From an optimization exercise on the open Yosys and OpenROAD flow, aimed at small area, a short achievable clock period and few clock cycles per item; shortcuts taken in it are not production practice.
At most, simulation tests tie the RTL to the original design; equivalence was not proved.
The flow treats the clock pin as an ideal source, which a real chip does not have.
Power figures rest on the tool's default switching activity, not on a simulated workload.

trial 14:
## mnet_codec
module mnet_codec (
    input  wire        clk,
    input  wire        rst,
    input  wire        key_wr,
    input  wire [2:0]  key_len,
    input  wire [47:0] key_data,
    input  wire        tx_hdr_valid,
    output wire        tx_hdr_ready,
    input  wire [7:0]  tx_dst,
    input  wire [7:0]  tx_src,
    input  wire [15:0] tx_type,
    input  wire [7:0]  tx_len,
    input  wire        tx_obf,
    input  wire        tx_pl_valid,
    output wire        tx_pl_ready,
    input  wire [7:0]  tx_pl_data,
    output wire        line_tx_valid,
    input  wire        line_tx_ready,
    output wire [7:0]  line_tx_data,
    input  wire        line_rx_valid,
    input  wire [7:0]  line_rx_data,
    input  wire        rx_obf,
    output wire        rx_valid,
    output wire [7:0]  rx_data,
    output wire        rx_end,
    output wire [7:0]  rx_status
);
Size: about 960 cells after synthesis, about 230 flip-flops, ~150 I/O pins, roughly 0.010 sq mm of cells after synthesis.
==> flow/config.mk <==
export PLATFORM = sky130hd
export DESIGN_NAME = mnet_codec
export DESIGN_NICKNAME = mnet_codec
export VERILOG_FILES = /design/flow/design.v
export SDC_FILE = /design/flow/constraint.sdc
export NUM_CORES = 4
export LEC_CHECK = 0
export ABC_CLOCK_PERIOD_IN_PS = 2000
export CAP_MARGIN = 20
export CORE_MARGIN = 2
export CORE_UTILIZATION = 60
export CTS_CLUSTER_DIAMETER = 80
export CTS_CLUSTER_SIZE = 20
export SETUP_SLACK_MARGIN = 2.6
export SLEW_MARGIN = 20
==> flow/constraint.sdc <==
create_clock -name core_clock -period 4.5 [get_ports {clk}]
set_input_delay 0.9000 -clock core_clock [delete_from_list [all_inputs] [get_ports {clk}]]
set_output_delay 0.9000 -clock core_clock [all_outputs]
set_load 0.01 [all_outputs]
standard.sh (not shown) runs the stock make flow with config.mk's settings and CLKGATE_MAP_FILE= SYNTH_SCRIPT=/design/flow/synth_recipe.tcl, a recipe that flattens the netlist after the stock synthesis.
==> flow/flow/run.sh <==
#!/bin/bash
# The standard layout with two changes:
#  - plain buf_1 cells as the port buffers (the standard flow picks a delay
#    buffer); ORFS's repair resizes them as needed;
#  - after CTS, the clock tree's middle level is removed, so the root buffer
#    drives the leaf buffers directly (collapse_cts.tcl).
set -euo pipefail
export BUFFER_PORTS_ARGS="-buffer_cell sky130_fd_sc_hd__buf_1"
export RESULTS=$PWD/orfs/results/$FLOW_PLATFORM/mnet_codec/base
bash standard.sh cts > standard_cts.log 2>&1
openroad -no_init -exit flow/collapse_cts.tcl > collapse_cts.log 2>&1
touch $RESULTS/4_cts.sdc
bash standard.sh finish > standard_finish.log 2>&1
==> flow/flow/collapse_cts.tcl <==
# Make the clock tree two levels deep: the root buffer drives every leaf
# buffer directly, in place of the middle level TritonCTS builds. All leaf
# buffers stay at the same depth, so the tree stays balanced.
set results $::env(RESULTS)
read_db $results/4_cts.odb
set block [ord::get_db_block]
set clknet [$block findNet clk]
set roots {}
foreach it [$clknet getITerms] { lappend roots [$it getInst] }
if {[llength $roots] != 1} { error "clock port drives [llength $roots] cells" }
set root [lindex $roots 0]
set rootnet [[$root findITerm X] getNet]
set mids {}
foreach it [$rootnet getITerms] {
  if {[$it isOutputSignal]} continue
  set inst [$it getInst]
  if {[string match "sky130_fd_sc_hd__clkbuf_*" [[$inst getMaster] getName]]} { lappend mids $inst }
}
set n 0
foreach m $mids {
  set onet [[$m findITerm X] getNet]
  set loads {}
  foreach it [$onet getITerms] { if {![$it isOutputSignal]} { lappend loads $it } }
  set ok 1
  foreach it $loads {
    if {![string match "sky130_fd_sc_hd__clkbuf_*" [[[$it getInst] getMaster] getName]]} { set ok 0 }
  }
  if {!$ok} continue
  foreach it $loads { $it disconnect; $it connect $rootnet }
  [$m findITerm A] disconnect
  [$m findITerm X] disconnect
  odb::dbInst_destroy $m
  odb::dbNet_destroy $onet
  incr n
}
puts "root [$root getName]: removed $n middle clock buffers"
write_db $results/4_cts.odb
Trial 14 ran to completion and came out clean on the timing, DRC and antenna checks.
Here is what was changed in the inputs of build 40 compared with trial 14.
diff --git a/flow/design.v b/flow/design.v
--- a/flow/design.v
+++ b/flow/design.v
@@ -49,13 +49,12 @@
     assign hdr_ready = s_idle;
     assign pl_ready  = pl_rdy;
     wire [7:0] key_byte = ({8{ki[0]}} & key[7:0])   | ({8{ki[1]}} & key[15:8]) |
                           ({8{ki[2]}} & key[23:16]) | ({8{ki[3]}} & key[31:24]) |
                           ({8{ki[4]}} & key[39:32]) | ({8{ki[5]}} & key[47:40]);
     wire ki_wrap = |(ki[5:2] & klast);
-    wire hdr_take = s_idle && hdr_valid;
     wire pl_take  = pl_valid && pl_rdy;
     wire take     = line_valid && line_ready;
     wire s_body = s_hdr || s_pl;
     wire s_crc  = s_crch || s_crcl;
     wire rdy    = !sv;                    
     wire go     = rdy && !esc;            
@@ -281,21 +280,24 @@
     output wire        rx_end,
     output wire [7:0]  rx_status
 );
     reg [47:0] key;
     reg [3:0]  klast;
     wire key_ok = key_wr && (key_len[2] ? (key_len[1:0] != 2'd3) : (key_len[1:0] == 2'd3));
+    wire key_hi = key_wr && key_len[2] && (key_len[1:0] != 2'd3);
     always @(posedge clk) begin
         if (rst)
             klast <= 4'd0;
         else if (key_ok)
             klast <= {key_len == 3'd6, key_len == 3'd5, key_len == 3'd4, key_len == 3'd3};
     end
     always @(posedge clk) begin
         if (key_ok)
-            key <= key_data;
+            key[23:0] <= key_data[23:0];
+        if (key_hi)
+            key[47:24] <= key_data[47:24];
     end
     mnet_tx u_tx (
         .clk       (clk),
         .rst       (rst),
         .key       (key),
         .klast     (klast),
--- outcome ---
- The number of multi-input combinational cells in the layout of build 40 and that of trial 14 are within noise of each other.
- On relative area of non-clock buffer cells in the final design, the lower figure sits with trial 14, not build 40.
- Trial 14 → build 40: sequential share of layout area shrank by 0.86 points; final cell count grew by 8; via count of the first global-routing pass shrank by 217; routing usage on met1 grew by 0.27 points; sum of routed wire length over all layers grew by 0.75%.
- Wire length of the first global-routing pass ended up about 1.2% lower on build 40 than on trial 14.
- Side by side, number of vias after detailed routing turned out higher in build 40 than in trial 14.
- Diff trial 14 -> build 40 | share of total power in sequential cells | decrease of 1.0 points
- Build 40 reports its capture point of the critical path as tx_hdr_ready while trial 14 reports key[8].
- Looking at sum of internal, switching and leakage power across both flows, build 40 is the weaker of the two, with trial 14 ahead.
- Against trial 14, register-to-register setup slack in build 40 came out better.
No functional check of the RTL was part of any run of this note.

* * *

== run R ==
Another version of the RTL of mnet_codec (not shown whole).
Size: about 960 cells after synthesis, about 150 I/O pins.
export LEC_CHECK = 0
export CAP_MARGIN = 5
export CORE_MARGIN = 2
export CORE_UTILIZATION = 60
export CTS_CLUSTER_DIAMETER = 80
export CTS_CLUSTER_SIZE = 20
export SETUP_SLACK_MARGIN = 2.6
export SLEW_MARGIN = 5
create_clock -name core_clock -period 4.5 [get_ports {clk}]
Scripts as last shown in full above: flow/flow/run.sh, flow/flow/collapse_cts.tcl
Testbench counts of run R, summed over its fixed seeds: cycles 27,589, items 384.
--- input diff run R..run Y ---
-- flow/design.v --
<<< run R, line 76
    wire [15:0] crc_next;
    mnet_crc_step u_crc (.crc_in(crc), .data(b), .crc_out(crc_next));
    wire cnt_zero = (cnt == 8'd0);
    wire cnt_one  = (cnt == 8'd1);
    wire cnt_two  = (cnt == 8'd2);
    wire hdr_done = a_hdr && idx[2];
    wire pl_done  = a_pl && cnt_one;
>>> run Y, line 76
    wire [15:0] crc_next;
    mnet_crc_step u_crc (.crc_in(crc), .data(b), .crc_out(crc_next));
    reg  cnt_zero, cnt_one, cnt_two;
    wire hdr_done = a_hdr && idx[2];
    wire pl_done  = a_pl && cnt_one;
<<< run R, line 138
            hsr <= {hdr_dst, hdr_src, hdr_type, hdr_len};
            cnt <= hdr_len;
            obf <= hdr_obf && (klast != 4'd0);
            crc <= 16'h0000;
>>> run Y, line 136
            hsr <= {hdr_dst, hdr_src, hdr_type, hdr_len};
            cnt <= hdr_len;
            cnt_zero <= (hdr_len == 8'd0);
            cnt_one  <= (hdr_len == 8'd1);
            cnt_two  <= (hdr_len == 8'd2);
            obf <= hdr_obf && (klast != 4'd0);
            crc <= 16'h0000;
<<< run R, line 148
            if (bgen && s_hdr)
                hsr[31:0] <= {hsr[23:0], 8'h00};
            if (bgen && s_pl)
                cnt <= cnt - 8'd1;
            if (bgen)
                crc <= crc_next;
>>> run Y, line 149
            if (bgen && s_hdr)
                hsr[31:0] <= {hsr[23:0], 8'h00};
            if (bgen && s_pl) begin
                cnt      <= cnt - 8'd1;
                cnt_zero <= cnt_one;
                cnt_one  <= cnt_two;
                cnt_two  <= (cnt == 8'd3);
            end
            if (bgen)
                crc <= crc_next;
<<< run R, line 288
    reg [47:0] key;
    reg [3:0]  klast;
    wire key_ok = key_wr && (key_len[2] ? (key_len[1:0] != 2'd3) : (key_len[1:0] == 2'd3));
    wire key_hi = key_wr && key_len[2] && (key_len[1:0] != 2'd3);
    always @(posedge clk) begin
        if (rst)
>>> run Y, line 293
    reg [47:0] key;
    reg [3:0]  klast;
    wire key_lo3 = key_len[1] && key_len[0];
    wire key_hi  = key_wr && key_len[2] && !key_lo3;     
    wire key_ok  = key_hi || (key_wr && !key_len[2] && key_lo3);
    always @(posedge clk) begin
        if (rst)
==> comparison <==
Result for run Y and run R: all clean
Comparing run Y and run R, the higher total length of routed wires is on run Y.
Compared with run R, in run Y setup fix buffers added after clock tree synthesis has increased; post-route minimum period now sits higher; power now larger; worst setup slack lower; area after synthesis increased by about 1.8% relative to the old numbers.
| number of buffers created by CTS | run Y vs run R | ≈ equal |
Worst-margin pin slew: run Y and run R compared, lower one is run Y
Proportion of synthesized area in mux cells, run Y and run R, lower one = run Y.
For run Y, only the layout was checked, not whether the RTL still works.

* * *

mnet_codec, a different RTL version from the one above (not shown whole).
For scale: ~930 cells after synthesis, about 230 flip-flops, roughly 150 I/O pins, roughly 10000 sq um of cells after synthesis.
Settings: LEC_CHECK=0, ABC_CLOCK_PERIOD_IN_PS=2000, CAP_MARGIN=20, CORE_MARGIN=2, CORE_UTILIZATION=60, CTS_CLUSTER_DIAMETER=80, CTS_CLUSTER_SIZE=20, SETUP_SLACK_MARGIN=2.6, SLEW_MARGIN=20; clock period 4.5 ns.
Scripts as last shown in full above: flow/flow/run.sh, flow/flow/collapse_cts.tcl
Testbench counts at the start, summed over its fixed seeds: cycles 27,589, items 384.
Rerun with:
--- a/flow/design.v
+++ b/flow/design.v
@@ -45,21 +45,20 @@
     reg [7:0]  skid;
     reg        sv;
     reg        pl_rdy;
     wire [7:0] b = hsr[39:32];
     assign hdr_ready = s_idle;
     assign pl_ready  = pl_rdy;
     wire [7:0] key_byte = ({8{ki[0]}} & key[7:0])   | ({8{ki[1]}} & key[15:8]) |
                           ({8{ki[2]}} & key[23:16]) | ({8{ki[3]}} & key[31:24]) |
                           ({8{ki[4]}} & key[39:32]) | ({8{ki[5]}} & key[47:40]);
     wire ki_wrap = |(ki[5:2] & klast);
-    wire hdr_take = s_idle && hdr_valid;
     wire pl_take  = pl_valid && pl_rdy;
     wire take     = line_valid && line_ready;
     wire s_body = s_hdr || s_pl;
     wire s_crc  = s_crch || s_crcl;
     wire has  = esc || !(s_idle && !hdr_valid) && !(s_pl && !pv);
     wire gen  = !sv && has;
     wire adv  = gen && !esc;                  
     wire bgen = adv && s_body;                
     wire [7:0] g = esc ? 8'hFF :
                    s_body ? b :
@@ -269,29 +268,32 @@
     input  wire [7:0]  line_rx_data,
     input  wire        rx_obf,
     output wire        rx_valid,
     output wire [7:0]  rx_data,
     output wire        rx_end,
     output wire [7:0]  rx_status
 );
     reg [47:0] key;
     reg [3:0]  klast;
     wire key_ok = key_wr && (key_len[2] ? (key_len[1:0] != 2'd3) : (key_len[1:0] == 2'd3));
+    wire key_hi = key_wr && key_len[2] && (key_len[1:0] != 2'd3);
     always @(posedge clk) begin
         if (rst)
             klast <= 4'd0;
         else if (key_ok)
             klast <= {key_len == 3'd6, key_len == 3'd5, key_len == 3'd4, key_len == 3'd3};
     end
     always @(posedge clk) begin
         if (key_ok)
-            key <= key_data;
+            key[23:0] <= key_data[23:0];
+        if (key_hi)
+            key[47:24] <= key_data[47:24];
     end
     mnet_tx u_tx (
         .clk       (clk),
         .rst       (rst),
         .key       (key),
         .klast     (klast),
         .hdr_valid (tx_hdr_valid),
         .hdr_ready (tx_hdr_ready),
         .hdr_dst   (tx_dst),
         .hdr_src   (tx_src),
Final cell count went up by 0.93%.
Cell area went up by 1.7%.
Worst setup slack gets worse by 0.078 ns.
Global-route usage went up by 0.24 points.
Via count went up by 0.53%.
Area after synthesis went down by 0.62%.
Power went up by 1.8%.
Core utilization went up by 1.4 points.
Die area went down by 0.61%.
Clock power hardly moves.
Fmax went down by 4.0%.
For the second run of this note, only the layout was checked, not whether the RTL still works.

-- port drivers added, routing unchanged --
Ports are ideal in the flow. The routed layouts listed here were re-timed in OpenROAD. Step 1 assumes that a clkbuf_16 drives the clock port and a buf_2 every other input. Step 2 moves the port delays by t, midway between the first and last clock arrival at a register: inputs arrive t later, outputs are due t later. That takes back most of the time a late clock gives input paths. a / b / c = no drivers / after step 1 / after step 2; a / b = the first two.
run	shift t [ns]	setup WS [ns]	worst hold slack (ns)
trial 14	0.464	2.419 / 2.442 / 1.978	0.459 / 0.459 / 0.459
build 40	0.510	2.497 / 2.452 / 2.164	0.270 / 0.270 / 0.270
run R	0.466	2.661 / 2.614 / 2.243	0.456 / 0.456 / 0.456
run Y	0.468	2.609 / 2.563 / 2.169	0.468 / 0.468 / 0.468
the first run of note 3	0.463	2.634 / 2.619 / 2.195	0.465 / 0.465 / 0.465
the second run of note 3	0.466	2.556 / 2.517 / 2.196	0.458 / 0.458 / 0.458
After both steps setup and hold are still met in every run listed. For trial 14, which loses most, drivers alone change the setup slack by +0.023 ns; drivers and shift together by -0.441 ns.
